Source: an optimization exercise on an open RTL-to-GDS flow (aim: a short achievable clock period and few clock cycles). Production flows keep margins and buffers that such runs may drop. The RTL was checked by simulation tests, not by an equivalence proof against the original design.

## flow/design.v (module list and top-level ports; edited modules follow where they fit)
// module scs_core: 413 lines
// module scs_mul: 812 lines
module scs_core (
    input  wire        clk,
    input  wire        rst,           
    output wire [15:0] imem_addr,
    input  wire [31:0] imem_rdata,
    input  wire        plen_we,       
    input  wire [15:0] plen_wdata,
    input  wire        start,         
    input  wire        exec_valid,    
    input  wire [31:0] exec_word,
    output wire [1:0]  state,
    output wire [3:0]  cause,
    output wire        busy,
    input  wire [4:0]  dbg_sel,
    output reg  [31:0] dbg_data
);
  // ...
==> flow/run.sh <==
#!/bin/bash
# synth_recipe.tcl (not shown) runs the flow's synth.tcl, then flattens the netlist and writes it again
# the make line also repeats each setting of config.mk as NAME=value (left out here)
make -C /OpenROAD-flow-scripts/flow DESIGN_CONFIG=/design/flow/config.mk WORK_HOME=/design/flow/orfs CLKGATE_MAP_FILE= SYNTH_SCRIPT=/design/flow/synth_recipe.tcl finish
==> flow/config.mk <==
export PLATFORM = sky130hd
export DESIGN_NAME = scs_core
export DESIGN_NICKNAME = scs_core
export VERILOG_FILES = /design/flow/design.v
export SDC_FILE = /design/flow/constraint.sdc
export NUM_CORES = 4
export LEC_CHECK = 0
export ABC_CLOCK_PERIOD_IN_PS = 5000
export CAP_MARGIN = 20
export CORE_MARGIN = 2
export CORE_UTILIZATION = 40
export SETUP_SLACK_MARGIN = 5
export SLEW_MARGIN = 20
==> flow/constraint.sdc <==
create_clock -name core_clock -period 13.0 [get_ports {clk}]
set_input_delay 2.6000 -clock core_clock [delete_from_list [all_inputs] [get_ports {clk}]]
set_output_delay 2.6000 -clock core_clock [all_outputs]
set_load 0.01 [all_outputs]
==> flow_summary.toml, run 1 <==
[setup_path]
cp_slowest_cell = "nand4_1"

[status]
outcome = "finished clean"

[placement]
place_inst = 14720

[final_layout]
layout_commonest_cell = "edfxtp_1"
clock_buffers = 177
reg_top3 = "stk (512), x (256)"
fill_cells = 24860
multi_input_area_um2 = 73300
nets = 12630

[global_routing]
top_usage_layer = "met2"
antenna_found_initial = 27
grt_use_met1_pct = 46.42
grt_use_met3_pct = 12.81
use_met2_pct = 60.73

[sta]
fin_crit_sh_pct = 68.73
slew_viol_final = 0
fin_tns_setup_ns = 0

[synth]
synth_top_family_by_area = "compound AO/OA/AOI/OAI gates"
ys_warn_count = 1

[detailed_routing]
vias = 109300
wl_met2_um = 249400

[worst_hold_path]
hold_path_class = "flip-flop to flip-flop"

[die]
start_util_pct = 40.26
Testbench counts, summed over its fixed seeds: cycles 60,650.
==> module scs_core, before the edit <==
module scs_core (
    input  wire        clk,
    input  wire        rst,           
    output wire [15:0] imem_addr,
    input  wire [31:0] imem_rdata,
    input  wire        plen_we,       
    input  wire [15:0] plen_wdata,
    input  wire        start,         
    input  wire        exec_valid,    
    input  wire [31:0] exec_word,
    output wire [1:0]  state,
    output wire [3:0]  cause,
    output wire        busy,
    input  wire [4:0]  dbg_sel,
    output reg  [31:0] dbg_data
);
    localparam [1:0] ST_IDLE    = 2'd0;
    localparam [1:0] ST_RUNNING = 2'd1;
    localparam [1:0] ST_HALTED  = 2'd2;
    localparam [1:0] ST_FAULTED = 2'd3;
    localparam [3:0] F_NONE       = 4'd0;
    localparam [3:0] F_ILLEGAL    = 4'd1;
    localparam [3:0] F_INVALID    = 4'd2;
    localparam [3:0] F_INCOMPLETE = 4'd3;
    localparam [3:0] F_ARITY      = 4'd4;
    localparam [3:0] F_UNDERFLOW  = 4'd5;
    localparam [3:0] F_OVERFLOW   = 4'd6;
    localparam [3:0] F_DIVZERO    = 4'd7;
    localparam [3:0] F_JUMPOOB    = 4'd8;
    localparam [3:0] F_NEGSHIFT   = 4'd9;
    localparam [4:0] OP_PUSH = 5'd1,  OP_POP  = 5'd2,  OP_ADD  = 5'd3,  OP_SUB  = 5'd4;
    localparam [4:0] OP_INC  = 5'd5,  OP_DEC  = 5'd6,  OP_IMUL = 5'd7,  OP_IDIV = 5'd8;
    localparam [4:0] OP_AND  = 5'd9,  OP_OR   = 5'd10, OP_XOR  = 5'd11, OP_SHL  = 5'd12;
    localparam [4:0] OP_SHR  = 5'd13, OP_CMP  = 5'd14, OP_JE   = 5'd15, OP_JMA  = 5'd16;
    localparam [4:0] OP_JNE  = 5'd17, OP_SKIP = 5'd18;
    integer i;
    reg [31:0] x   [0:7];
    reg [31:0] stk [0:15];
    reg [4:0]  depth;         
    reg        z, p;
    reg [15:0] pc;            
    reg [15:0] plen;
    reg [1:0]  st;
    reg [3:0]  cs;
    reg        exec_mode;     
    reg        ir_halt;       
    reg        d_push, d_pop, d_add, d_sub, d_inc, d_dec, d_mul, d_div;
    reg        d_and, d_or, d_xor, d_shl, d_shr, d_cmp, d_jmp, d_je;
    reg        d_sf;          
    reg [2:0]  d_rs1, d_rs2, d_rd;
    reg [15:0] d_imm;
    reg [15:0] d_jlnpc;       
    reg [3:0]  d_dfault;      
    wire        take_start = (st == ST_IDLE) && !exec_mode && !plen_we && start;
    wire        take_exec  = (st == ST_IDLE) && !exec_mode && !plen_we && !start && exec_valid;
    wire [31:0] fw    = take_exec ? exec_word : imem_rdata;
    wire [4:0]  f_op  = fw[4:0];
    wire [2:0]  f_fm  = fw[7:5];
    wire f_binop = (f_op == OP_ADD) || (f_op == OP_SUB) || (f_op == OP_IMUL) || (f_op == OP_IDIV) ||
                   (f_op == OP_AND) || (f_op == OP_OR)  || (f_op == OP_XOR)  || (f_op == OP_SHL)  ||
                   (f_op == OP_SHR);
    wire f_unop  = (f_op == OP_INC) || (f_op == OP_DEC);
    wire f_jump  = (f_op == OP_JE)  || (f_op == OP_JMA) || (f_op == OP_JNE);
    localparam [2:0] C_EXEC = 3'd0, C_INCOMPLETE = 3'd1, C_ARITY = 3'd2, C_BADLIT = 3'd3, C_ILLEGAL = 3'd4;
    localparam [2:0] FMT_N = 3'd0, FMT_R1 = 3'd1, FMT_R2 = 3'd2, FMT_R3 = 3'd3, FMT_I = 3'd4;
    reg [2:0] f_cls_t;
    reg [2:0] f_fmt;
    always @(*) begin
        f_cls_t = C_ILLEGAL;
        f_fmt   = FMT_N;
        if (f_fm == 3'd6 || f_fm == 3'd7) begin
            f_cls_t = C_ILLEGAL;
        end else if (f_op == OP_PUSH || f_jump) begin
            case (f_fm)
                3'd0: f_cls_t = C_EXEC;
                3'd1: begin f_cls_t = C_EXEC; f_fmt = FMT_I; end
                3'd5: f_cls_t = C_BADLIT;
                default: f_cls_t = C_ARITY;
            endcase
        end else if (f_op == OP_POP || f_op == OP_SKIP) begin
            case (f_fm)
                3'd0: f_cls_t = C_EXEC;
                3'd5: f_cls_t = C_ILLEGAL;
                default: f_cls_t = C_ARITY;
            endcase
        end else if (f_binop) begin
            case (f_fm)
                3'd0: f_cls_t = C_EXEC;
                3'd1, 3'd2: f_cls_t = C_INCOMPLETE;
                3'd3: begin f_cls_t = C_EXEC; f_fmt = FMT_R3; end
                3'd4: f_cls_t = C_ARITY;
                default: f_cls_t = C_ILLEGAL;
            endcase
        end else if (f_unop) begin
            case (f_fm)
                3'd0: f_cls_t = C_EXEC;
                3'd1: begin f_cls_t = C_EXEC; f_fmt = FMT_R1; end
                3'd5: f_cls_t = C_ILLEGAL;
                default: f_cls_t = C_ARITY;
            endcase
        end else if (f_op == OP_CMP) begin
            case (f_fm)
                3'd0: f_cls_t = C_EXEC;
                3'd1: f_cls_t = C_INCOMPLETE;
                3'd2: begin f_cls_t = C_EXEC; f_fmt = FMT_R2; end
                3'd5: f_cls_t = C_ILLEGAL;
                default: f_cls_t = C_ARITY;
            endcase
        end
    end
    reg [31:0] f_mbz;
    always @(*) begin
        case (f_fmt)
            FMT_R1:  f_mbz = 32'hFFFFF800;
            FMT_R2:  f_mbz = 32'hFFFFC000;
            FMT_R3:  f_mbz = 32'hFFFE0000;
            FMT_I:   f_mbz = 32'h0000FF00;
            default: f_mbz = 32'hFFFFFF00;
        endcase
    end
    wire [2:0] f_cls = (f_cls_t == C_ILLEGAL)                                 ? C_ILLEGAL :
                       ((fw & f_mbz) != 32'd0)                                ? C_ILLEGAL :
                       (f_fmt == FMT_I && f_jump && fw[31:16] == 16'd0)       ? C_ILLEGAL :
                       f_cls_t;
    reg [3:0] f_dfault;
    always @(*) begin
        case (f_cls)
            C_ILLEGAL:    f_dfault = F_ILLEGAL;
            C_INCOMPLETE: f_dfault = F_INCOMPLETE;
            C_ARITY:      f_dfault = F_ARITY;
            C_BADLIT:     f_dfault = F_INVALID;
            default:      f_dfault = F_NONE;
        endcase
    end
    reg  [31:0] t_r, n_r;
    reg  [7:0]  d_rs1h, d_rs2h;   
    wire [3:0]  sp   = depth[3:0] - 4'd1;
    wire [3:0]  sp1  = depth[3:0] - 4'd2;
    wire [3:0]  sp2  = depth[3:0] - 4'd3;
    wire [31:0] third = stk[sp2];
    reg  [31:0] xr1, xr2;
    always @(*) begin
        xr1 = 32'd0;
        xr2 = 32'd0;
        for (i = 0; i < 8; i = i + 1) begin
            xr1 = xr1 | (x[i] & {32{d_rs1h[i]}});
            xr2 = xr2 | (x[i] & {32{d_rs2h[i]}});
        end
    end
    wire        d_unop = d_inc | d_dec;
    wire        d_binop = d_add | d_sub | d_mul | d_div | d_and | d_or | d_xor | d_shl | d_shr;
    wire [31:0] opa  = d_sf ? (d_unop ? t_r : n_r) : xr1;
    wire [31:0] opb  = d_sf ? t_r : xr2;
    wire [31:0] top  = t_r;
    wire [31:0] add_res = opa + opb;
    wire [31:0] sub_res = opa - opb;
    wire [31:0] inc_res = opa + 32'd1;
    wire [31:0] dec_res = opa - 32'd1;
    wire [31:0] mul_res;
    scs_mul u_mul (.a(opa), .b(opb), .p(mul_res));
    wire        b_big   = (opb[31:5] != 27'd0);
    wire [31:0] shl_res = b_big ? 32'd0 : (opa << opb[4:0]);
    wire [31:0] shr_ar  = $signed(opa) >>> opb[4:0];
    wire [31:0] shr_res = b_big ? {32{opa[31]}} : shr_ar;
    wire        cmp_eq  = (opa == opb);
    wire        cmp_gt  = ($signed(opa) > $signed(opb));
    wire        a_neg   = opa[31];
    wire        b_neg   = opb[31];
    wire [31:0] a_mag   = a_neg ? (32'd0 - opa) : opa;
    wire [31:0] b_mag   = b_neg ? (32'd0 - opb) : opb;
    wire        q_zero  = (a_mag < b_mag);                        
    wire [31:0] quick_q = ((a_neg ^ b_neg) && (opa != 32'd0)) ? 32'hFFFFFFFF : 32'd0;
    localparam [1:0] DV_IDLE = 2'd0, DV_SETUP = 2'd1, DV_ITER = 2'd2, DV_DONE = 2'd3;
    reg [1:0]  dv_st;
    reg [31:0] dv_r;         
    reg [31:0] dv_b;         
    reg [33:0] dv_b3;        
    reg [35:0] dv_d;         
    reg [35:0] dv_d3;        
    reg [31:0] dv_q;
    reg [2:0]  dv_cnt;       
    reg        dv_neg;
    function [4:0] clz32;
        input [31:0] v;
        integer k;
        begin
            clz32 = 5'd31;
            for (k = 0; k < 32; k = k + 1)
                if (v[k]) clz32 = 5'd31 - k[4:0];
        end
    endfunction
    wire [4:0]  dv_n  = clz32(dv_b) - clz32(dv_r);       
    wire [4:0]  dv_s  = {dv_n[4:2], 2'b10};              
    function [33:0] r4step;            
        input [31:0] r;
        input [35:0] d;
        input [35:0] d3;
        reg   [36:0] e1, e2, e3;
        begin
            e1 = {5'd0, r} - {1'b0, d};
            e2 = {5'd0, r} - {d, 1'b0};
            e3 = {5'd0, r} - {1'b0, d3};
            if (!e3[36])      r4step = {2'd3, e3[31:0]};
            else if (!e2[36]) r4step = {2'd2, e2[31:0]};
            else if (!e1[36]) r4step = {2'd1, e1[31:0]};
            else              r4step = {2'd0, r};
        end
    endfunction
    wire [33:0] st1 = r4step(dv_r, dv_d, dv_d3);
    wire [33:0] st2 = r4step(st1[31:0], dv_d >> 2, dv_d3 >> 2);
    wire [31:0] it_q = {dv_q[27:0], st1[33:32], st2[33:32]};
    wire [31:0] dv_res = dv_neg ? ((~dv_q) + {31'd0, (dv_r == 32'd0)}) : dv_q;
    wire        dv_fin = (dv_st == DV_DONE);
    wire [31:0] div_res = dv_fin ? dv_res : quick_q;
    wire        jcond   = d_je ? z : ~z;
    wire [33:0] jt      = {18'd0, pc} + {{2{top[31]}}, top};
    wire        j_oob   = jt[33] || (jt >= {18'd0, plen});
    wire        jtaken  = d_jmp && jcond;
    wire [15:0] pc_inc  = pc + 16'd1;
    wire [15:0] jst_npc = pc + top[15:0] + 16'd1;
    wire [15:0] npc     = !jtaken ? pc_inc : (d_sf ? jst_npc : d_jlnpc);
    wire [15:0] pc_h    = !jtaken ? pc : (d_sf ? jt[15:0] : d_jlnpc - 16'd1);
    wire need2 = d_sf & (d_binop | d_cmp);
    wire need1 = d_sf & (d_unop | d_jmp) | d_pop;
    reg [3:0] fault;
    always @(*) begin
        if (d_dfault != F_NONE)                           fault = d_dfault;
        else if (d_push && depth[4])                      fault = F_OVERFLOW;
        else if (need2 && depth[4:1] == 4'd0)             fault = F_UNDERFLOW;
        else if (need1 && depth == 5'd0)                  fault = F_UNDERFLOW;
        else if (d_div && opb == 32'd0)                   fault = F_DIVZERO;
        else if ((d_shl | d_shr) && opb[31])              fault = F_NEGSHIFT;
        else if (d_jmp && d_sf && j_oob)                  fault = F_JUMPOOB;
        else                                              fault = F_NONE;
    end
    wire e_act  = ((st == ST_RUNNING) && !ir_halt) || exec_mode;
    wire e_flt  = e_act && (fault != F_NONE);
    wire stall  = d_div && !dv_fin && !q_zero;
    wire commit = e_act && (fault == F_NONE) && !stall;
    reg [31:0] res;
    always @(*) begin
        res = 32'd0;
        if (d_add) res = add_res;
        if (d_sub) res = sub_res;
        if (d_inc) res = inc_res;
        if (d_dec) res = dec_res;
        if (d_mul) res = mul_res;
        if (d_div) res = div_res;
        if (d_and) res = opa & opb;
        if (d_or)  res = opa | opb;
        if (d_xor) res = opa ^ opb;
        if (d_shl) res = shl_res;
        if (d_shr) res = shr_res;
    end
    wire running = (st == ST_RUNNING);
    assign imem_addr = running ? npc : pc;
    assign state     = (running && ir_halt) ? ST_HALTED : st;
    assign cause     = cs;
    assign busy      = (running && !ir_halt) || exec_mode;
    always @(*) begin
        if (dbg_sel[4]) begin
            dbg_data = stk[dbg_sel[3:0]];
        end else begin
            case (dbg_sel[3:0])
                4'd0, 4'd1, 4'd2, 4'd3, 4'd4, 4'd5, 4'd6, 4'd7: dbg_data = x[dbg_sel[2:0]];
                4'd8:    dbg_data = {{27{1'b0}}, depth} - 32'd1;
                4'd9:    dbg_data = {30'd0, p, z};
                4'd10:   dbg_data = {16'd0, pc};
                4'd11:   dbg_data = {16'd0, plen};
                4'd12:   dbg_data = {16'd0, 10'd0, cs, st};
                default: dbg_data = 32'd0;
            endcase
        end
    end
    wire load_ir = take_start || take_exec || (running && commit);
    always @(posedge clk) begin
        if (load_ir) begin
            d_push  <= (f_op == OP_PUSH);
            d_pop   <= (f_op == OP_POP);
            d_add   <= (f_op == OP_ADD);
            d_sub   <= (f_op == OP_SUB);
            d_inc   <= (f_op == OP_INC);
            d_dec   <= (f_op == OP_DEC);
            d_mul   <= (f_op == OP_IMUL);
            d_div   <= (f_op == OP_IDIV);
            d_and   <= (f_op == OP_AND);
            d_or    <= (f_op == OP_OR);
            d_xor   <= (f_op == OP_XOR);
            d_shl   <= (f_op == OP_SHL);
            d_shr   <= (f_op == OP_SHR);
            d_cmp   <= (f_op == OP_CMP);
            d_jmp   <= f_jump;
            d_je    <= (f_op == OP_JE);
            d_sf    <= (f_fm == 3'd0);
            d_rs1   <= fw[10:8];
            d_rs1h  <= 8'd1 << fw[10:8];
            d_rs2h  <= 8'd1 << fw[13:11];
            d_rs2   <= fw[13:11];
            d_rd    <= fw[16:14];
            d_imm   <= fw[31:16];
            d_jlnpc <= fw[31:16] - 16'd1;
            d_dfault <= f_dfault;
        end
    end
    always @(posedge clk) begin
        if (rst) begin
            for (i = 0; i < 8; i = i + 1) x[i] <= 32'd0;
            depth     <= 5'd0;
            z         <= 1'b0;
            p         <= 1'b0;
            pc        <= 16'd0;
            plen      <= 16'd0;
            st        <= ST_IDLE;
            cs        <= F_NONE;
            exec_mode <= 1'b0;
            ir_halt   <= 1'b0;
            dv_st     <= DV_IDLE;
        end else begin
            if (st == ST_IDLE && !exec_mode) begin
                if (plen_we) begin
                    plen <= plen_wdata;
                end else if (start) begin
                    st      <= ST_RUNNING;
                    ir_halt <= (pc >= plen);
                end else if (exec_valid) begin
                    exec_mode <= 1'b1;
                    ir_halt   <= 1'b0;
                end
            end
            if (running && ir_halt) begin
                st <= ST_HALTED;
            end
            if (e_flt) begin
                st        <= ST_FAULTED;
                cs        <= fault;
                exec_mode <= 1'b0;
            end
            case (dv_st)
                DV_IDLE: if (e_act && !e_flt && stall) begin
                    dv_st  <= DV_SETUP;
                    dv_r   <= a_mag;
                    dv_b   <= b_mag;
                    dv_b3  <= {2'b00, b_mag} + {1'b0, b_mag, 1'b0};
                    dv_neg <= a_neg ^ b_neg;
                end
                DV_SETUP: begin
                    dv_st  <= DV_ITER;
                    dv_d   <= {4'd0, dv_b} << dv_s;
                    dv_d3  <= {2'd0, dv_b3} << dv_s;
                    dv_q   <= 32'd0;
                    dv_cnt <= dv_n[4:2];
                end
                DV_ITER: begin
                    dv_r   <= st2[31:0];
                    dv_d   <= dv_d >> 4;
                    dv_d3  <= dv_d3 >> 4;
                    dv_q   <= it_q;
                    dv_cnt <= dv_cnt - 3'd1;
                    if (dv_cnt == 3'd0) dv_st <= DV_DONE;
                end
                default: dv_st <= DV_IDLE;     
            endcase
            if (commit) begin
                if (d_push) begin
                    t_r <= d_sf ? x[0] : {{16{d_imm[15]}}, d_imm};
                    n_r <= t_r;
                end
                if (d_pop || (d_jmp && d_sf) || (d_binop && d_sf)) begin
                    t_r <= (d_binop && d_sf) ? res : n_r;
                    n_r <= third;
                end
                if (d_unop && d_sf) t_r <= res;
                if (d_push) begin
                    stk[depth[3:0]] <= d_sf ? x[0] : {{16{d_imm[15]}}, d_imm};
                    if (d_sf) begin
                        for (i = 0; i < 7; i = i + 1) x[i] <= x[i+1];
                        x[7] <= 32'd0;
                    end
                    depth <= depth + 5'd1;
                end
                if (d_pop) begin
                    for (i = 1; i < 8; i = i + 1) x[i] <= x[i-1];
                    x[0]  <= top;
                    depth <= depth - 5'd1;
                end
                if (d_unop) begin
                    if (d_sf) stk[sp] <= res;
                    else      x[d_rs1] <= res;
                end
                if (d_binop) begin
                    if (d_sf) begin
                        stk[sp1] <= res;
                        depth    <= depth - 5'd1;
                    end else begin
                        x[d_rd] <= res;
                    end
                end
                if (d_cmp) begin
                    z <= cmp_eq;
                    p <= cmp_gt;
                end
                if (d_jmp && d_sf) depth <= depth - 5'd1;
                if (exec_mode) begin
                    pc        <= pc_h;
                    exec_mode <= 1'b0;
                end else begin
                    pc      <= npc;
                    ir_halt <= (npc >= plen);
                end
            end
        end
    end
endmodule
==> run 2, diff against run 1 <==
--- a/flow/design.v
+++ b/flow/design.v
@@ -45,4 +45,87 @@
     reg        exec_mode;     
     reg        ir_halt;       
+    reg [31:0] t_r, n_r;
+    localparam integer PD_W = 62;
+    function [PD_W-1:0] predecode;
+        input [31:0] w;
+        reg [4:0]  op;
+        reg [2:0]  fm;
+        reg        binop, unop, jump;
+        reg [2:0]  cls, fmt;
+        reg [31:0] mbz;
+        reg [3:0]  df;
+        begin
+            op = w[4:0];
+            fm = w[7:5];
+            binop = (op == OP_ADD) || (op == OP_SUB) || (op == OP_IMUL) || (op == OP_IDIV) ||
+                    (op == OP_AND) || (op == OP_OR)  || (op == OP_XOR)  || (op == OP_SHL)  ||
+                    (op == OP_SHR);
+            unop  = (op == OP_INC) || (op == OP_DEC);
+            jump  = (op == OP_JE)  || (op == OP_JMA) || (op == OP_JNE);
+            cls = 3'd4;
+            fmt = 3'd0;
+            if (fm == 3'd6 || fm == 3'd7) begin
+                cls = 3'd4;
+            end else if (op == OP_PUSH || jump) begin
+                case (fm)
+                    3'd0: cls = 3'd0;
+                    3'd1: begin cls = 3'd0; fmt = 3'd4; end
+                    3'd5: cls = 3'd3;
+                    default: cls = 3'd2;
+                endcase
+            end else if (op == OP_POP || op == OP_SKIP) begin
+                case (fm)
+                    3'd0: cls = 3'd0;
+                    3'd5: cls = 3'd4;
+                    default: cls = 3'd2;
+                endcase
+            end else if (binop) begin
+                case (fm)
+                    3'd0: cls = 3'd0;
+                    3'd1, 3'd2: cls = 3'd1;
+                    3'd3: begin cls = 3'd0; fmt = 3'd3; end
+                    3'd4: cls = 3'd2;
+                    default: cls = 3'd4;
+                endcase
+            end else if (unop) begin
+                case (fm)
+                    3'd0: cls = 3'd0;
+                    3'd1: begin cls = 3'd0; fmt = 3'd1; end
+                    3'd5: cls = 3'd4;
+                    default: cls = 3'd2;
+                endcase
+            end else if (op == OP_CMP) begin
+                case (fm)
+                    3'd0: cls = 3'd0;
+                    3'd1: cls = 3'd1;
+                    3'd2: begin cls = 3'd0; fmt = 3'd2; end
+                    3'd5: cls = 3'd4;
+                    default: cls = 3'd2;
+                endcase
+            end
+            case (fmt)
+                3'd1:    mbz = 32'hFFFFF800;
+                3'd2:    mbz = 32'hFFFFC000;
+                3'd3:    mbz = 32'hFFFE0000;
+                3'd4:    mbz = 32'h0000FF00;
+                default: mbz = 32'hFFFFFF00;
+            endcase
+            if ((w & mbz) != 32'd0)                          cls = 3'd4;
+            if (fmt == 3'd4 && jump && w[31:16] == 16'd0)    cls = 3'd4;
+            case (cls)
+                3'd4:    df = F_ILLEGAL;
+                3'd1:    df = F_INCOMPLETE;
+                3'd2:    df = F_ARITY;
+                3'd3:    df = F_INVALID;
+                default: df = F_NONE;
+            endcase
+            predecode = {df, w[31:16] - 16'd1, w[31:16],
+                         (op == OP_PUSH), (op == OP_POP), (op == OP_ADD), (op == OP_SUB),
+                         (op == OP_INC), (op == OP_DEC), (op == OP_IMUL), (op == OP_IDIV),
+                         (op == OP_AND), (op == OP_OR), (op == OP_XOR), (op == OP_SHL),
+                         (op == OP_SHR), (op == OP_CMP), jump, (op == OP_JE),
+                         (fm == 3'd0), w[16:14], w[13:11], w[10:8]};
+        end
+    endfunction
     reg        d_push, d_pop, d_add, d_sub, d_inc, d_dec, d_mul, d_div;
     reg        d_and, d_or, d_xor, d_shl, d_shr, d_cmp, d_jmp, d_je;
@@ -52,256 +135,241 @@
     reg [15:0] d_jlnpc;       
     reg [3:0]  d_dfault;      
-    wire        take_start = (st == ST_IDLE) && !exec_mode && !plen_we && start;
-    wire        take_exec  = (st == ST_IDLE) && !exec_mode && !plen_we && !start && exec_valid;
-    wire [31:0] fw    = take_exec ? exec_word : imem_rdata;
-    wire [4:0]  f_op  = fw[4:0];
-    wire [2:0]  f_fm  = fw[7:5];
-    wire f_binop = (f_op == OP_ADD) || (f_op == OP_SUB) || (f_op == OP_IMUL) || (f_op == OP_IDIV) ||
-                   (f_op == OP_AND) || (f_op == OP_OR)  || (f_op == OP_XOR)  || (f_op == OP_SHL)  ||
-                   (f_op == OP_SHR);
-    wire f_unop  = (f_op == OP_INC) || (f_op == OP_DEC);
-    wire f_jump  = (f_op == OP_JE)  || (f_op == OP_JMA) || (f_op == OP_JNE);
-    localparam [2:0] C_EXEC = 3'd0, C_INCOMPLETE = 3'd1, C_ARITY = 3'd2, C_BADLIT = 3'd3, C_ILLEGAL = 3'd4;
-    localparam [2:0] FMT_N = 3'd0, FMT_R1 = 3'd1, FMT_R2 = 3'd2, FMT_R3 = 3'd3, FMT_I = 3'd4;
-    reg [2:0] f_cls_t;
-    reg [2:0] f_fmt;
-    always @(*) begin
-        f_cls_t = C_ILLEGAL;
-        f_fmt   = FMT_N;
-        if (f_fm == 3'd6 || f_fm == 3'd7) begin
-            f_cls_t = C_ILLEGAL;
-        end else if (f_op == OP_PUSH || f_jump) begin
-            case (f_fm)
-                3'd0: f_cls_t = C_EXEC;
-                3'd1: begin f_cls_t = C_EXEC; f_fmt = FMT_I; end
-                3'd5: f_cls_t = C_BADLIT;
-                default: f_cls_t = C_ARITY;
-            endcase
-        end else if (f_op == OP_POP || f_op == OP_SKIP) begin
-            case (f_fm)
-                3'd0: f_cls_t = C_EXEC;
-                3'd5: f_cls_t = C_ILLEGAL;
-                default: f_cls_t = C_ARITY;
-            endcase
-        end else if (f_binop) begin
-            case (f_fm)
-                3'd0: f_cls_t = C_EXEC;
-                3'd1, 3'd2: f_cls_t = C_INCOMPLETE;
-                3'd3: begin f_cls_t = C_EXEC; f_fmt = FMT_R3; end
-                3'd4: f_cls_t = C_ARITY;
-                default: f_cls_t = C_ILLEGAL;
-            endcase
-        end else if (f_unop) begin
-            case (f_fm)
-                3'd0: f_cls_t = C_EXEC;
-                3'd1: begin f_cls_t = C_EXEC; f_fmt = FMT_R1; end
-                3'd5: f_cls_t = C_ILLEGAL;
-                default: f_cls_t = C_ARITY;
-            endcase
-        end else if (f_op == OP_CMP) begin
-            case (f_fm)
-                3'd0: f_cls_t = C_EXEC;
-                3'd1: f_cls_t = C_INCOMPLETE;
-                3'd2: begin f_cls_t = C_EXEC; f_fmt = FMT_R2; end
-                3'd5: f_cls_t = C_ILLEGAL;
-                default: f_cls_t = C_ARITY;
+    reg [31:0] oa, ob;        
+    wire d_unop  = d_inc | d_dec;
+    wire d_binop = d_add | d_sub | d_mul | d_div | d_and | d_or | d_xor | d_shl | d_shr;
+    wire        a_neg   = oa[31];
+    wire        b_neg   = ob[31];
+    wire        dq_neg  = a_neg ^ b_neg;
+    wire [31:0] a_mag   = a_neg ? (32'd0 - oa) : oa;
+    wire [31:0] b_mag   = b_neg ? (32'd0 - ob) : ob;
+    wire [33:0] bm1     = {2'd0, b_mag};
+    wire [33:0] bm3     = bm1 + {bm1[32:0], 1'b0};
+    wire [32:0] q_df    = {oa[31], oa} - {ob[31], ob};
+    wire [32:0] q_sm    = {oa[31], oa} + {ob[31], ob};
+    wire        q_zero  = !a_neg ? (!b_neg ? q_df[32] : q_sm[32]) :
+                                   (!b_neg ? !q_sm[32] && (q_sm != 33'd0) : !q_df[32] && (q_df != 33'd0));
+    wire [33:0] q_df2   = {{2{oa[31]}}, oa} - {ob[31], ob, 1'b0};
+    wire [33:0] q_sm2   = {{2{oa[31]}}, oa} + {ob[31], ob, 1'b0};
+    wire        q_lt2   = !a_neg ? (!b_neg ? q_df2[33] : q_sm2[33]) :
+                                   (!b_neg ? !q_sm2[33] && (q_sm2 != 34'd0) : !q_df2[33] && (q_df2 != 34'd0));
+    wire        q_one   = !q_zero && q_lt2;
+    wire [31:0] quick_q = q_zero ? {32{dq_neg && (oa != 32'd0)}} :
+                          !dq_neg ? 32'd1 : (q_sm == 33'd0) ? 32'hFFFFFFFF : 32'hFFFFFFFE;
+    function [5:0] clz32;
+        input [31:0] v;
+        reg   [7:0]  nz;
+        reg   [1:0]  c4 [0:7];
+        reg   [3:0]  nib;
+        integer k;
+        begin
+            for (k = 0; k < 8; k = k + 1) begin
+                nib   = v[4*k +: 4];
+                nz[k] = |nib;
+                c4[k] = nib[3] ? 2'd0 : nib[2] ? 2'd1 : nib[1] ? 2'd2 : 2'd3;
+            end
+            casez (nz)
+                8'b1???????: clz32 = {3'd0, 1'b0, c4[7]};
+                8'b01??????: clz32 = {3'd0, 1'b1, c4[6]};
+                8'b001?????: clz32 = {3'd1, 1'b0, c4[5]};
+                8'b0001????: clz32 = {3'd1, 1'b1, c4[4]};
+                8'b00001???: clz32 = {3'd2, 1'b0, c4[3]};
+                8'b000001??: clz32 = {3'd2, 1'b1, c4[2]};
+                8'b0000001?: clz32 = {3'd3, 1'b0, c4[1]};
+                8'b00000001: clz32 = {3'd3, 1'b1, c4[0]};
+                default:     clz32 = 6'd32;
             endcase
         end
-    end
-    reg [31:0] f_mbz;
-    always @(*) begin
-        case (f_fmt)
-            FMT_R1:  f_mbz = 32'hFFFFF800;
-            FMT_R2:  f_mbz = 32'hFFFFC000;
-            FMT_R3:  f_mbz = 32'hFFFE0000;
-            FMT_I:   f_mbz = 32'h0000FF00;
-            default: f_mbz = 32'hFFFFFF00;
-        endcase
-    end
-    wire [2:0] f_cls = (f_cls_t == C_ILLEGAL)                                 ? C_ILLEGAL :
-                       ((fw & f_mbz) != 32'd0)                                ? C_ILLEGAL :
-                       (f_fmt == FMT_I && f_jump && fw[31:16] == 16'd0)       ? C_ILLEGAL :
-                       f_cls_t;
-    reg [3:0] f_dfault;
-    always @(*) begin
-        case (f_cls)
-            C_ILLEGAL:    f_dfault = F_ILLEGAL;
-            C_INCOMPLETE: f_dfault = F_INCOMPLETE;
-            C_ARITY:      f_dfault = F_ARITY;
-            C_BADLIT:     f_dfault = F_INVALID;
-            default:      f_dfault = F_NONE;
-        endcase
-    end
-    reg  [31:0] t_r, n_r;
-    reg  [7:0]  d_rs1h, d_rs2h;   
-    wire [3:0]  sp   = depth[3:0] - 4'd1;
-    wire [3:0]  sp1  = depth[3:0] - 4'd2;
-    wire [3:0]  sp2  = depth[3:0] - 4'd3;
-    wire [31:0] third = stk[sp2];
-    reg  [31:0] xr1, xr2;
+    endfunction
+    wire [5:0]  cz_a    = clz32(oa ^ {32{a_neg}});
+    wire [5:0]  cz_b    = clz32(ob ^ {32{b_neg}});
+    wire [5:0]  cz_ae   = (a_neg && cz_a != 6'd0) ? cz_a - 6'd1 : cz_a;
+    wire [6:0]  dv_nd   = {1'b0, cz_b} - {1'b0, cz_ae};
+    wire [4:0]  dv_n    = dv_nd[6] ? 5'd0 : (dv_nd[5] ? 5'd31 : dv_nd[4:0]);
+    wire [3:0]  dv_mi   = dv_n[4:1];                          
+    reg  [31:0] al_r, al_a;                                   
     always @(*) begin
-        xr1 = 32'd0;
-        xr2 = 32'd0;
-        for (i = 0; i < 8; i = i + 1) begin
-            xr1 = xr1 | (x[i] & {32{d_rs1h[i]}});
-            xr2 = xr2 | (x[i] & {32{d_rs2h[i]}});
-        end
+        al_r = a_mag >> (6'd2 * ({2'd0, dv_mi} + 6'd1));
+        al_a = (dv_mi == 4'd15) ? a_mag : (a_mag << (6'd32 - 6'd2 * ({2'd0, dv_mi} + 6'd1)));
     end
-    wire        d_unop = d_inc | d_dec;
-    wire        d_binop = d_add | d_sub | d_mul | d_div | d_and | d_or | d_xor | d_shl | d_shr;
-    wire [31:0] opa  = d_sf ? (d_unop ? t_r : n_r) : xr1;
-    wire [31:0] opb  = d_sf ? t_r : xr2;
-    wire [31:0] top  = t_r;
-    wire [31:0] add_res = opa + opb;
-    wire [31:0] sub_res = opa - opb;
-    wire [31:0] inc_res = opa + 32'd1;
-    wire [31:0] dec_res = opa - 32'd1;
-    wire [31:0] mul_res;
-    scs_mul u_mul (.a(opa), .b(opb), .p(mul_res));
-    wire        b_big   = (opb[31:5] != 27'd0);
-    wire [31:0] shl_res = b_big ? 32'd0 : (opa << opb[4:0]);
-    wire [31:0] shr_ar  = $signed(opa) >>> opb[4:0];
-    wire [31:0] shr_res = b_big ? {32{opa[31]}} : shr_ar;
-    wire        cmp_eq  = (opa == opb);
-    wire        cmp_gt  = ($signed(opa) > $signed(opb));
-    wire        a_neg   = opa[31];
-    wire        b_neg   = opb[31];
-    wire [31:0] a_mag   = a_neg ? (32'd0 - opa) : opa;
-    wire [31:0] b_mag   = b_neg ? (32'd0 - opb) : opb;
-    wire        q_zero  = (a_mag < b_mag);                        
-    wire [31:0] quick_q = ((a_neg ^ b_neg) && (opa != 32'd0)) ? 32'hFFFFFFFF : 32'd0;
-    localparam [1:0] DV_IDLE = 2'd0, DV_SETUP = 2'd1, DV_ITER = 2'd2, DV_DONE = 2'd3;
-    reg [1:0]  dv_st;
+    reg        dv_run;       
     reg [31:0] dv_r;         
-    reg [31:0] dv_b;         
-    reg [33:0] dv_b3;        
-    reg [35:0] dv_d;         
-    reg [35:0] dv_d3;        
-    reg [31:0] dv_q;
-    reg [2:0]  dv_cnt;       
+    reg [31:0] dv_a;         
+    reg [33:0] dv_m1, dv_m3;
+    reg [31:0] dv_q;         
+    reg [31:0] dv_qm;        
+    reg [3:0]  dv_cnt;       
     reg        dv_neg;
-    function [4:0] clz32;
-        input [31:0] v;
-        integer k;
-        begin
-            clz32 = 5'd31;
-            for (k = 0; k < 32; k = k + 1)
-                if (v[k]) clz32 = 5'd31 - k[4:0];
-        end
-    endfunction
-    wire [4:0]  dv_n  = clz32(dv_b) - clz32(dv_r);       
-    wire [4:0]  dv_s  = {dv_n[4:2], 2'b10};              
-    function [33:0] r4step;            
-        input [31:0] r;
-        input [35:0] d;
-        input [35:0] d3;
-        reg   [36:0] e1, e2, e3;
-        begin
-            e1 = {5'd0, r} - {1'b0, d};
-            e2 = {5'd0, r} - {d, 1'b0};
-            e3 = {5'd0, r} - {1'b0, d3};
-            if (!e3[36])      r4step = {2'd3, e3[31:0]};
-            else if (!e2[36]) r4step = {2'd2, e2[31:0]};
-            else if (!e1[36]) r4step = {2'd1, e1[31:0]};
-            else              r4step = {2'd0, r};
-        end
-    endfunction
-    wire [33:0] st1 = r4step(dv_r, dv_d, dv_d3);
-    wire [33:0] st2 = r4step(st1[31:0], dv_d >> 2, dv_d3 >> 2);
-    wire [31:0] it_q = {dv_q[27:0], st1[33:32], st2[33:32]};
-    wire [31:0] dv_res = dv_neg ? ((~dv_q) + {31'd0, (dv_r == 32'd0)}) : dv_q;
-    wire        dv_fin = (dv_st == DV_DONE);
-    wire [31:0] div_res = dv_fin ? dv_res : quick_q;
+    wire [33:0] r_in = {dv_r, dv_a[31:30]};
+    wire [34:0] it_e1 = {1'b0, r_in} - {1'b0, dv_m1};
+    wire [34:0] it_e2 = {1'b0, r_in} - {1'b0, dv_m1[32:0], 1'b0};
+    wire [34:0] it_e3 = {1'b0, r_in} - {1'b0, dv_m3};
+    wire [1:0]  it_dg = !it_e3[34] ? 2'd3 : !it_e2[34] ? 2'd2 : !it_e1[34] ? 2'd1 : 2'd0;
+    wire [31:0] it_r  = !it_e3[34] ? it_e3[31:0] : !it_e2[34] ? it_e2[31:0] : !it_e1[34] ? it_e1[31:0] : r_in[31:0];
+    wire        it_rz = (r_in == 34'd0) || (r_in == dv_m1) || (r_in == {dv_m1[32:0], 1'b0}) || (r_in == dv_m3);
+    wire [31:0] it_q  = {dv_q[29:0], it_dg};
+    wire [31:0] it_qm = (it_dg != 2'd0) ? {dv_q[29:0], it_dg - 2'd1} : {dv_qm[29:0], 2'h3};
+    wire        dv_last = dv_run && (dv_cnt == 4'd0);
+    wire [31:0] dv_res  = !dv_neg ? it_q : it_rz ? ~it_qm : ~it_q;
+    wire [31:0] div_res = dv_last ? dv_res : quick_q;
+    wire [31:0] mul_res;
+    scs_mul u_mul (.a(oa), .b(ob), .p(mul_res));
+    wire        b_big   = (ob[31:5] != 27'd0);
+    wire [31:0] shl_res = b_big ? 32'd0 : (oa << ob[4:0]);
+    wire [31:0] shr_ar  = $signed(oa) >>> ob[4:0];
+    wire [31:0] shr_res = b_big ? {32{oa[31]}} : shr_ar;
+    reg [31:0] res;
+    always @(*) begin
+        res = 32'd0;
+        if (d_add) res = oa + ob;
+        if (d_sub) res = oa - ob;
+        if (d_inc) res = oa + 32'd1;
+        if (d_dec) res = oa - 32'd1;
+        if (d_mul) res = mul_res;
+        if (d_div) res = div_res;
+        if (d_and) res = oa & ob;
+        if (d_or)  res = oa | ob;
+        if (d_xor) res = oa ^ ob;
+        if (d_shl) res = shl_res;
+        if (d_shr) res = shr_res;
+    end
+    reg  [16:0] pcl;
     wire        jcond   = d_je ? z : ~z;
-    wire [33:0] jt      = {18'd0, pc} + {{2{top[31]}}, top};
-    wire        j_oob   = jt[33] || (jt >= {18'd0, plen});
+    wire [33:0] jt      = {18'd0, pc} + {{2{t_r[31]}}, t_r};
+    wire [33:0] jt_l    = {{17{pcl[16]}}, pcl} + {{2{t_r[31]}}, t_r};
+    wire        j_oob   = jt[33] || !jt_l[33];
     wire        jtaken  = d_jmp && jcond;
     wire [15:0] pc_inc  = pc + 16'd1;
-    wire [15:0] jst_npc = pc + top[15:0] + 16'd1;
+    wire [15:0] jst_npc = pc + t_r[15:0] + 16'd1;
     wire [15:0] npc     = !jtaken ? pc_inc : (d_sf ? jst_npc : d_jlnpc);
     wire [15:0] pc_h    = !jtaken ? pc : (d_sf ? jt[15:0] : d_jlnpc - 16'd1);
     wire need2 = d_sf & (d_binop | d_cmp);
     wire need1 = d_sf & (d_unop | d_jmp) | d_pop;
+    wire f_ovf = d_push && depth[4];
+    wire f_unf = (need2 && depth[4:1] == 4'd0) || (need1 && depth == 5'd0);
+    wire early_ok = (d_dfault == F_NONE) && !f_ovf && !f_unf;
+    wire f_dz  = d_div && (ob == 32'd0);
+    wire f_ns  = (d_shl | d_shr) && ob[31];
+    wire f_jo  = d_jmp && d_sf && j_oob;
     reg [3:0] fault;
     always @(*) begin
-        if (d_dfault != F_NONE)                           fault = d_dfault;
-        else if (d_push && depth[4])                      fault = F_OVERFLOW;
-        else if (need2 && depth[4:1] == 4'd0)             fault = F_UNDERFLOW;
-        else if (need1 && depth == 5'd0)                  fault = F_UNDERFLOW;
-        else if (d_div && opb == 32'd0)                   fault = F_DIVZERO;
-        else if ((d_shl | d_shr) && opb[31])              fault = F_NEGSHIFT;
-        else if (d_jmp && d_sf && j_oob)                  fault = F_JUMPOOB;
-        else                                              fault = F_NONE;
+        if (d_dfault != F_NONE) fault = d_dfault;
+        else if (f_ovf)         fault = F_OVERFLOW;
+        else if (f_unf)         fault = F_UNDERFLOW;
+        else if (f_dz)          fault = F_DIVZERO;
+        else if (f_ns)          fault = F_NEGSHIFT;
+        else if (f_jo)          fault = F_JUMPOOB;
+        else                    fault = F_NONE;
     end
-    wire e_act  = ((st == ST_RUNNING) && !ir_halt) || exec_mode;
+    wire running = (st == ST_RUNNING);
+    wire e_act  = (running && !ir_halt) || exec_mode;
     wire e_flt  = e_act && (fault != F_NONE);
-    wire stall  = d_div && !dv_fin && !q_zero;
-    wire commit = e_act && (fault == F_NONE) && !stall;
-    reg [31:0] res;
+    wire stall  = d_div && !dv_last && !q_zero && !q_one;
+    wire e_go   = e_act && early_ok && !stall;          
+    wire commit = e_go && !f_dz && !f_ns && !f_jo;
+    wire e_wr   = e_act && early_ok;
+    wire c_alu  = e_wr && !f_dz && !f_ns;
+    wire        c_push  = e_wr && d_push;
+    wire        c_pushx = e_wr && d_push && d_sf;
+    wire        c_pop   = e_wr && d_pop;
+    wire        c_jpop  = e_wr && d_jmp && d_sf;          
+    wire        c_bpop  = e_wr && d_binop && d_sf;        
+    wire [31:0] push_v  = d_sf ? x[0] : {{16{d_imm[15]}}, d_imm};
+    wire [4:0]  depth_p1 = depth + 5'd1;
+    wire [4:0]  depth_m1 = depth - 5'd1;
+    wire [3:0]  sp      = depth[3:0] - 4'd1;
+    wire [3:0]  sp1     = depth[3:0] - 4'd2;
+    wire [3:0]  sp2     = depth[3:0] - 4'd3;
+    wire [31:0] third   = stk[sp2];
+    reg  [31:0] x_nr [0:7];
+    integer     ki;
+    reg  [7:0]  wr_x;
     always @(*) begin
-        res = 32'd0;
-        if (d_add) res = add_res;
-        if (d_sub) res = sub_res;
-        if (d_inc) res = inc_res;
-        if (d_dec) res = dec_res;
-        if (d_mul) res = mul_res;
-        if (d_div) res = div_res;
-        if (d_and) res = opa & opb;
-        if (d_or)  res = opa | opb;
-        if (d_xor) res = opa ^ opb;
-        if (d_shl) res = shl_res;
-        if (d_shr) res = shr_res;
+        for (ki = 0; ki < 8; ki = ki + 1) begin
+            if (c_pushx)    x_nr[ki] = (ki == 7) ? 32'd0 : x[(ki + 1) % 8];
+            else if (c_pop) x_nr[ki] = (ki == 0) ? t_r : x[(ki + 7) % 8];
+            else            x_nr[ki] = x[ki];
+            wr_x[ki] = c_alu && !d_sf && ((d_binop && d_rd == ki) || (d_unop && d_rs1 == ki));
+        end
     end
-    wire running = (st == ST_RUNNING);
+    wire        wr_t = c_alu && d_sf && (d_binop || d_unop);
+    wire [31:0] t_nr = c_push ? push_v : (c_pop || c_jpop) ? n_r : t_r;
+    wire [31:0] n_nx = c_push ? t_r : (c_pop || c_jpop || c_bpop) ? third : n_r;
+    wire [PD_W-1:0] pd_m = predecode(imem_rdata);
+    wire [PD_W-1:0] pd_x = predecode(exec_word);
+    wire        pm_sf = pd_m[9],  pm_un = pd_m[21] | pd_m[20];
+    wire [2:0]  pm_r1 = pd_m[2:0], pm_r2 = pd_m[5:3];
+    wire        px_sf = pd_x[9],  px_un = pd_x[21] | pd_x[20];
+    wire [2:0]  px_r1 = pd_x[2:0], px_r2 = pd_x[5:3];
+    wire        byp_a = pm_sf ? (pm_un && wr_t) : wr_x[pm_r1];
+    wire        byp_b = pm_sf ? wr_t : wr_x[pm_r2];
+    wire [31:0] oa_m  = byp_a ? res : pm_sf ? (pm_un ? t_nr : n_nx) : x_nr[pm_r1];
+    wire [31:0] ob_m  = byp_b ? res : pm_sf ? t_nr : x_nr[pm_r2];
+    wire [31:0] oa_x  = px_sf ? (px_un ? t_r : n_r) : x[px_r1];
+    wire [31:0] ob_x  = px_sf ? t_r : x[px_r2];
     assign imem_addr = running ? npc : pc;
     assign state     = (running && ir_halt) ? ST_HALTED : st;
     assign cause     = cs;
     assign busy      = (running && !ir_halt) || exec_mode;
+    wire [31:0] sp_val  = {{27{1'b0}}, depth} - 32'd1;
+    wire [7:0]  dbg_lo  = 8'd1 << dbg_sel[2:0];
+    wire [3:0]  dbg_hi  = 4'd1 << dbg_sel[4:3];
+    reg  [31:0] dbg_src [0:31];
+    reg  [31:0] dbg_grp [0:3];
+    integer     di, dj;
     always @(*) begin
-        if (dbg_sel[4]) begin
-            dbg_data = stk[dbg_sel[3:0]];
-        end else begin
-            case (dbg_sel[3:0])
-                4'd0, 4'd1, 4'd2, 4'd3, 4'd4, 4'd5, 4'd6, 4'd7: dbg_data = x[dbg_sel[2:0]];
-                4'd8:    dbg_data = {{27{1'b0}}, depth} - 32'd1;
-                4'd9:    dbg_data = {30'd0, p, z};
-                4'd10:   dbg_data = {16'd0, pc};
-                4'd11:   dbg_data = {16'd0, plen};
-                4'd12:   dbg_data = {16'd0, 10'd0, cs, st};
-                default: dbg_data = 32'd0;
-            endcase
+        for (di = 0; di < 8; di = di + 1)  dbg_src[di] = x[di];
+        dbg_src[8]  = sp_val;
+        dbg_src[9]  = {30'd0, p, z};
+        dbg_src[10] = {16'd0, pc};
+        dbg_src[11] = {16'd0, plen};
+        dbg_src[12] = {16'd0, 10'd0, cs, st};
+        for (di = 13; di < 16; di = di + 1) dbg_src[di] = 32'd0;
+        for (di = 0; di < 16; di = di + 1) dbg_src[16+di] = stk[di];
+        dbg_data = 32'd0;
+        for (di = 0; di < 4; di = di + 1) begin
+            dbg_grp[di] = 32'd0;
+            for (dj = 0; dj < 8; dj = dj + 1)
+                dbg_grp[di] = dbg_grp[di] | (dbg_src[8*di+dj] & {32{dbg_lo[dj]}});
+            dbg_data = dbg_data | (dbg_grp[di] & {32{dbg_hi[di]}});
         end
     end
-    wire load_ir = take_start || take_exec || (running && commit);
+    wire idle_cmd   = (st == ST_IDLE) && !exec_mode;
+    wire take_start = idle_cmd && !plen_we && start;
+    wire take_exec  = idle_cmd && !plen_we && !start && exec_valid;
+    wire load_ir    = take_start || take_exec || (running && e_go);
+    wire [PD_W-1:0] pd_f = take_exec ? pd_x : pd_m;
+    wire [16:0] pcl_c  = {1'b0, (exec_mode ? pc_h : npc)} - {1'b0, plen};
+    wire [16:0] pcl_w  = {1'b0, pc} - {1'b0, plen_wdata};
+    wire [16:0] pcl_d  = rst ? 17'd0 : (idle_cmd && plen_we) ? pcl_w : commit ? pcl_c : pcl;
     always @(posedge clk) begin
         if (load_ir) begin
-            d_push  <= (f_op == OP_PUSH);
-            d_pop   <= (f_op == OP_POP);
-            d_add   <= (f_op == OP_ADD);
-            d_sub   <= (f_op == OP_SUB);
-            d_inc   <= (f_op == OP_INC);
-            d_dec   <= (f_op == OP_DEC);
-            d_mul   <= (f_op == OP_IMUL);
-            d_div   <= (f_op == OP_IDIV);
-            d_and   <= (f_op == OP_AND);
-            d_or    <= (f_op == OP_OR);
-            d_xor   <= (f_op == OP_XOR);
-            d_shl   <= (f_op == OP_SHL);
-            d_shr   <= (f_op == OP_SHR);
-            d_cmp   <= (f_op == OP_CMP);
-            d_jmp   <= f_jump;
-            d_je    <= (f_op == OP_JE);
-            d_sf    <= (f_fm == 3'd0);
-            d_rs1   <= fw[10:8];
-            d_rs1h  <= 8'd1 << fw[10:8];
-            d_rs2h  <= 8'd1 << fw[13:11];
-            d_rs2   <= fw[13:11];
-            d_rd    <= fw[16:14];
-            d_imm   <= fw[31:16];
-            d_jlnpc <= fw[31:16] - 16'd1;
-            d_dfault <= f_dfault;
+            {d_dfault, d_jlnpc, d_imm,
+             d_push, d_pop, d_add, d_sub, d_inc, d_dec, d_mul, d_div,
+             d_and, d_or, d_xor, d_shl, d_shr, d_cmp, d_jmp, d_je,
+             d_sf, d_rd, d_rs2, d_rs1} <= pd_f;
+            oa <= take_exec ? oa_x : oa_m;
+            ob <= take_exec ? ob_x : ob_m;
         end
     end
     always @(posedge clk) begin
+        if (!dv_run) begin
+            dv_r   <= al_r;
+            dv_a   <= al_a;
+            dv_m1  <= bm1;
+            dv_m3  <= bm3;
+            dv_cnt <= dv_mi;
+            dv_neg <= dq_neg;
+            dv_q   <= 32'd0;
+            dv_qm  <= 32'hFFFFFFFF;
+        end else begin
+            dv_r   <= it_r;
+            dv_a   <= {dv_a[29:0], 2'd0};
+            dv_q   <= it_q;
+            dv_qm  <= it_qm;
+            dv_cnt <= dv_cnt - 4'd1;
+        end
+    end
+    always @(posedge clk) pcl <= pcl_d;
+    always @(posedge clk) begin
         if (rst) begin
             for (i = 0; i < 8; i = i + 1) x[i] <= 32'd0;
@@ -315,7 +383,7 @@
             exec_mode <= 1'b0;
             ir_halt   <= 1'b0;
-            dv_st     <= DV_IDLE;
+            dv_run    <= 1'b0;
         end else begin
-            if (st == ST_IDLE && !exec_mode) begin
+            if (idle_cmd) begin
                 if (plen_we) begin
                     plen <= plen_wdata;
@@ -336,69 +404,25 @@
                 exec_mode <= 1'b0;
             end
-            case (dv_st)
-                DV_IDLE: if (e_act && !e_flt && stall) begin
-                    dv_st  <= DV_SETUP;
-                    dv_r   <= a_mag;
-                    dv_b   <= b_mag;
-                    dv_b3  <= {2'b00, b_mag} + {1'b0, b_mag, 1'b0};
-                    dv_neg <= a_neg ^ b_neg;
-                end
-                DV_SETUP: begin
-                    dv_st  <= DV_ITER;
-                    dv_d   <= {4'd0, dv_b} << dv_s;
-                    dv_d3  <= {2'd0, dv_b3} << dv_s;
-                    dv_q   <= 32'd0;
-                    dv_cnt <= dv_n[4:2];
-                end
-                DV_ITER: begin
-                    dv_r   <= st2[31:0];
-                    dv_d   <= dv_d >> 4;
-                    dv_d3  <= dv_d3 >> 4;
-                    dv_q   <= it_q;
-                    dv_cnt <= dv_cnt - 3'd1;
-                    if (dv_cnt == 3'd0) dv_st <= DV_DONE;
-                end
-                default: dv_st <= DV_IDLE;     
-            endcase
+            if (!dv_run) begin
+                if (e_act && early_ok && !f_dz && stall) dv_run <= 1'b1;
+            end else if (dv_cnt == 4'd0) begin
+                dv_run <= 1'b0;                  
+            end
+            for (i = 0; i < 8; i = i + 1)
+                x[i] <= wr_x[i] ? res : x_nr[i];
+            t_r <= wr_t ? res : t_nr;
+            n_r <= n_nx;
+            if (c_push) stk[depth[3:0]] <= push_v;
+            if (wr_t) begin
+                if (d_unop) stk[sp]  <= res;
+                else        stk[sp1] <= res;
+            end
+            if (commit && d_push)                                         depth <= depth_p1;
+            if (commit && (d_pop || (d_jmp && d_sf) || (d_binop && d_sf))) depth <= depth_m1;
             if (commit) begin
-                if (d_push) begin
-                    t_r <= d_sf ? x[0] : {{16{d_imm[15]}}, d_imm};
-                    n_r <= t_r;
-                end
-                if (d_pop || (d_jmp && d_sf) || (d_binop && d_sf)) begin
-                    t_r <= (d_binop && d_sf) ? res : n_r;
-                    n_r <= third;
-                end
-                if (d_unop && d_sf) t_r <= res;
-                if (d_push) begin
-                    stk[depth[3:0]] <= d_sf ? x[0] : {{16{d_imm[15]}}, d_imm};
-                    if (d_sf) begin
-                        for (i = 0; i < 7; i = i + 1) x[i] <= x[i+1];
-                        x[7] <= 32'd0;
-                    end
-                    depth <= depth + 5'd1;
-                end
-                if (d_pop) begin
-                    for (i = 1; i < 8; i = i + 1) x[i] <= x[i-1];
-                    x[0]  <= top;
-                    depth <= depth - 5'd1;
-                end
-                if (d_unop) begin
-                    if (d_sf) stk[sp] <= res;
-                    else      x[d_rs1] <= res;
-                end
-                if (d_binop) begin
-                    if (d_sf) begin
-                        stk[sp1] <= res;
-                        depth    <= depth - 5'd1;
-                    end else begin
-                        x[d_rd] <= res;
-                    end
-                end
                 if (d_cmp) begin
-                    z <= cmp_eq;
-                    p <= cmp_gt;
+                    z <= (oa == ob);
+                    p <= ($signed(oa) > $signed(ob));
                 end
-                if (d_jmp && d_sf) depth <= depth - 5'd1;
                 if (exec_mode) begin
                     pc        <= pc_h;
--- a/flow/config.mk
+++ b/flow/config.mk
@@ -6,5 +6,5 @@
 export NUM_CORES = 4
 export LEC_CHECK = 0
-export ABC_CLOCK_PERIOD_IN_PS = 5000
+export ABC_CLOCK_PERIOD_IN_PS = 1000
 export CAP_MARGIN = 20
 export CORE_MARGIN = 2
@@ -12,2 +12,3 @@
 export SETUP_SLACK_MARGIN = 5
 export SLEW_MARGIN = 20
+export TNS_END_PERCENT = 10
==> run 2 against run 1 <==
Still clean on timing, DRC and antenna. Clock skew grew 0.0077 ns. Critical path depth fell by 23. Register-to-register slack better by 0.56 ns. Via count rose by 19%. Design area up 2.6%. Routed wire length increased by 13%. Area after synthesis grew 11%. Maximum frequency rose by 6.7%. Non-clock buffer count decreased by 319. Die area is 10% higher.
==> flow_summary.toml, run 2 <==
[detailed_routing]
ant_nets = 0
top_layer = "met5"
drc = 0
drt-initial-drc-count = 22270
totalWireLength_um = 669700
wl_met1_um = 237300
wl_met2_um = 269800
vias = 130100
wl_per_cell_um = 36.21
first_pass_iters = 10
vias_per_cell = 7.035
wl_met3_um = 92880

[clocking]
path_clk_slew_ns = 0.07
cts_max_level = 4
cts_tree = "built"
clock_sinks = 1212
cts_buffer_depth = 4
root_buffer = "clkbuf_16"
numCtsBuffers = 154
clock_latency_ns = 0.88

[setup_path]
path_depth = 17
max_stage_delay_ns = 0.80
timing.rr.start = "oa[13]"
cpMostUsedCell = "nand4_1"
crit_buf_inv = 3
rr_worst_depth = 17
r2r_setup_slack_ns = 4.62
cp-startpoint = "oa[13]"
cp_max_fo = 24
critPathCapture = "oa[18]"
path_class = "flip-flop to flip-flop"
crit_family = "compound AO/OA/AOI/OAI gates"
required_ns = 13.55
startpoint_type = "flip-flop"
cp_slowest_cell = "ha_2"
path_cells = "inv_1, ha_2, inv_1, a21oi_1, a21oi_1, a2111oi_0, nand4_1, a2111oi_0, nand4_1, nor4b_1, nand4_1, nor4_4, buf_4, nor3_1, o311ai_2, nand2_2, o31ai_1"
r2r-end = "oa[18]"
critPathArrivalTime_ns = 8.93
end_kind = "flip-flop"

[synth]
synthCells = 14850
synth.avg_cell_area_um2 = 8.134
synth_area_leaders = "edfxtp_1, dfxtp_1, a21oi_1"
ys_warn_count = 7
synth_nets = 15650
synth-edff-count = 763
yosysSeqAreaShare_pct = 26.42
synthArstFlopShare_pct = 0
synth.distinct_cells = 105
yosys.area.top_type = "edfxtp_1"
synthFlopType = "edfxtp_1"
synth_common_cells = "nor2_1, a21oi_1, nand2_1"
synth_area_um2 = 120800
yosysTopAreaCellShare_pct = 18.97
ys_seq_elements = 1212
yosysMostFrequentCell = "nor2_1"

[final_layout]
reg_top3 = "stk (512), x (256), dv_m3 (34)"
drive_above_1_share_pct = 11.00
stdcell_count = 18500
layout_commonest_cell = "nor2_1"
syn2layout_area_growth_pct = 11.04
final_cell_mix = "nor2_1, a21oi_1, nand2_1"
nets = 15190
regMostFlops = "stk"
largest_reg_flops = 512

[global_routing]
grt_max_degree = 141
antenna_found_initial = 63
grt_first_pass_wirelength_um = 925700
track_usage_pct = 41.63
grt_pass1_vias = 119100
grt_overflow_total = 0

[sta]
fin_tns_setup_ns = 0
hold_viol = 0
min_period_ns = 8.375
setup_viol = 0
worst_pin_slew_ns = 1.412
fin_crit_sh_pct = 64.42
grt_setup_unrepaired = "yes"
maxClockFrequency_mhz = 119.4
maxSlewHeadroom_pct = 4.884
finalClockSkew_ns = 0.09063
slew_viol_final = 0

[die]
start_util_pct = 40.25
coreArea_um2 = 300000
die_area_um2 = 306300
ios = 145
fp.dieW_um = 553.4
fp-row-count = 201
die_h_um = 553.4

[status]
outcome = "finished clean"

[worst_hold_path]
hold_path_class = "flip-flop to flip-flop"

[placement]
place_inst = 18080
port_buffers = 144
dp_hpwl_um = 454800
gp_congestion = 1.093

[job]
cap_violations = 0
[run 2: changes by cell type in the layout (fill, tap and decap cells not counted), moves of 347 or more]
cell	before	now
o21ai_0	494	1086
a21oi_1	854	1406
nor2_1	1030	1489
nand2_1	823	1278
dfxtp_1	47	447
edfxtp_1	1110	763
[run 2: final cells by class]
cell class / count / area, µm²
antenna: 33 / 82.58
inverter: 616 / 2415
clock inverter: 91 / 842.1
tap: 3958 / 4952
timing repair buffer: 705 / 6598
fill: 29850 / 165900
sequential: 1212 / 31910
multi-input combinational: 11690 / 83050
timing repair inverter: 2 / 10.01
clock buffer: 190 / 4227
[run 2: tightest hold or removal path, delay by kind of cell, from the launching register on]
| kind | cells | cell delay (ns) |
|---|---|---|
| buf+inv | 1 | 0.05 |
| flops | 1 | 0.30 |
| compound gates | 1 | 0.05 |
[run 2: routing by layer]
metal | vias to the layer above | GRT usage, %
met5 | - | 0.3125
met4 | 46 | 34.10
met3 | 3234 | 14.86
met2 | 10570 | 59.30
met1 | 62140 | 50.18
li1 | 54130 | -
[run 2: cell families (layout without fill, tap and decap cells)]
kind of cell             count (synthesis)  in the layout  synth area share, %
AO/OA/AOI/OAI                         5022           5022                26.56
adder cells (fa/ha/maj)                716            716                8.718
other                                    0             33                    0
flip-flops                            1212           1212                26.42
buffers and inverters                 1948           1604                6.191
XOR/XNOR                               713            713                5.171
multiplexers                          1043           1043                11.36
AND/OR/NAND/NOR                       4192           4195                15.58
[run 2: how the worst min path moves through the flow]
stage                     slack (ns)        to  depth (start not counted)      from
after global placement          0.41  dv_a[15]                          2  dv_a[13]
after detailed placement        0.42  dv_a[15]                          2  dv_a[13]
after global routing            0.45  dv_a[19]                          2  dv_a[17]
final                           0.43  dv_a[19]                          2  dv_a[17]
after floorplan                 0.40  dv_a[19]                          2  dv_a[17]
after CTS                       0.43  dv_a[19]                          2  dv_a[17]
[run 2: timing repair]
item                                    4_1_cts  5_1_grt
resized for setup                           201      149
hold buffers                                  0        0
hold endpoints to repair                      0        0
endpoints found under the setup margin      728      655
setup buffers                                38       42
gates cloned                                 14        5
pin swaps                                    16       25
[run 2: stage by stage]
step	instance area (µm²)	setup slack (ns)	utilization, %	hold WS (ns)
2_1_floorplan	120800	4.922	-	0.4040
3_3_place_gp	126400	3.366	42.12	0.4146
3_5_place_dp	126400	3.380	42.13	0.4161
4_1_cts	132800	4.764	44.27	0.4330
5_1_grt	134000	4.806	44.66	0.4485
6_report	134100	4.625	44.69	0.4271
Testbench counts of run 2, summed over its fixed seeds: cycles 58,401.

-- static timing again, ports no longer ideal --
How much do the figures lean on ideal ports? The routed layouts below were timed once more, with nothing changed but the port constraints.
Step 1: set_driving_cell puts a clkbuf_16 on clk and a buf_2 on each other input, an assumption about the parent block.
Step 2 adds t to the input delays and takes it off the output delays; t is the mean of the earliest and latest rising clock arrival at the registers after step 1. Input paths then give back, and output paths get back, about the clock's delay inside the block.
a / b / c = ideal / step 1 / step 2; a / b = the first two.
| run | shift t [ns] | setup WS [ns] | clock arrival spread, ns | pins driven straight from the clock port |
|---|---|---|---|---|
| run 1 | 0.967 | 4.065 / 4.065 / 4.065 | 0.083 / 0.084 | 1 |
| run 2 | 0.946 | 4.625 / 4.625 / 4.625 | 0.091 / 0.090 | 1 |
After both steps every run listed still meets setup and hold.
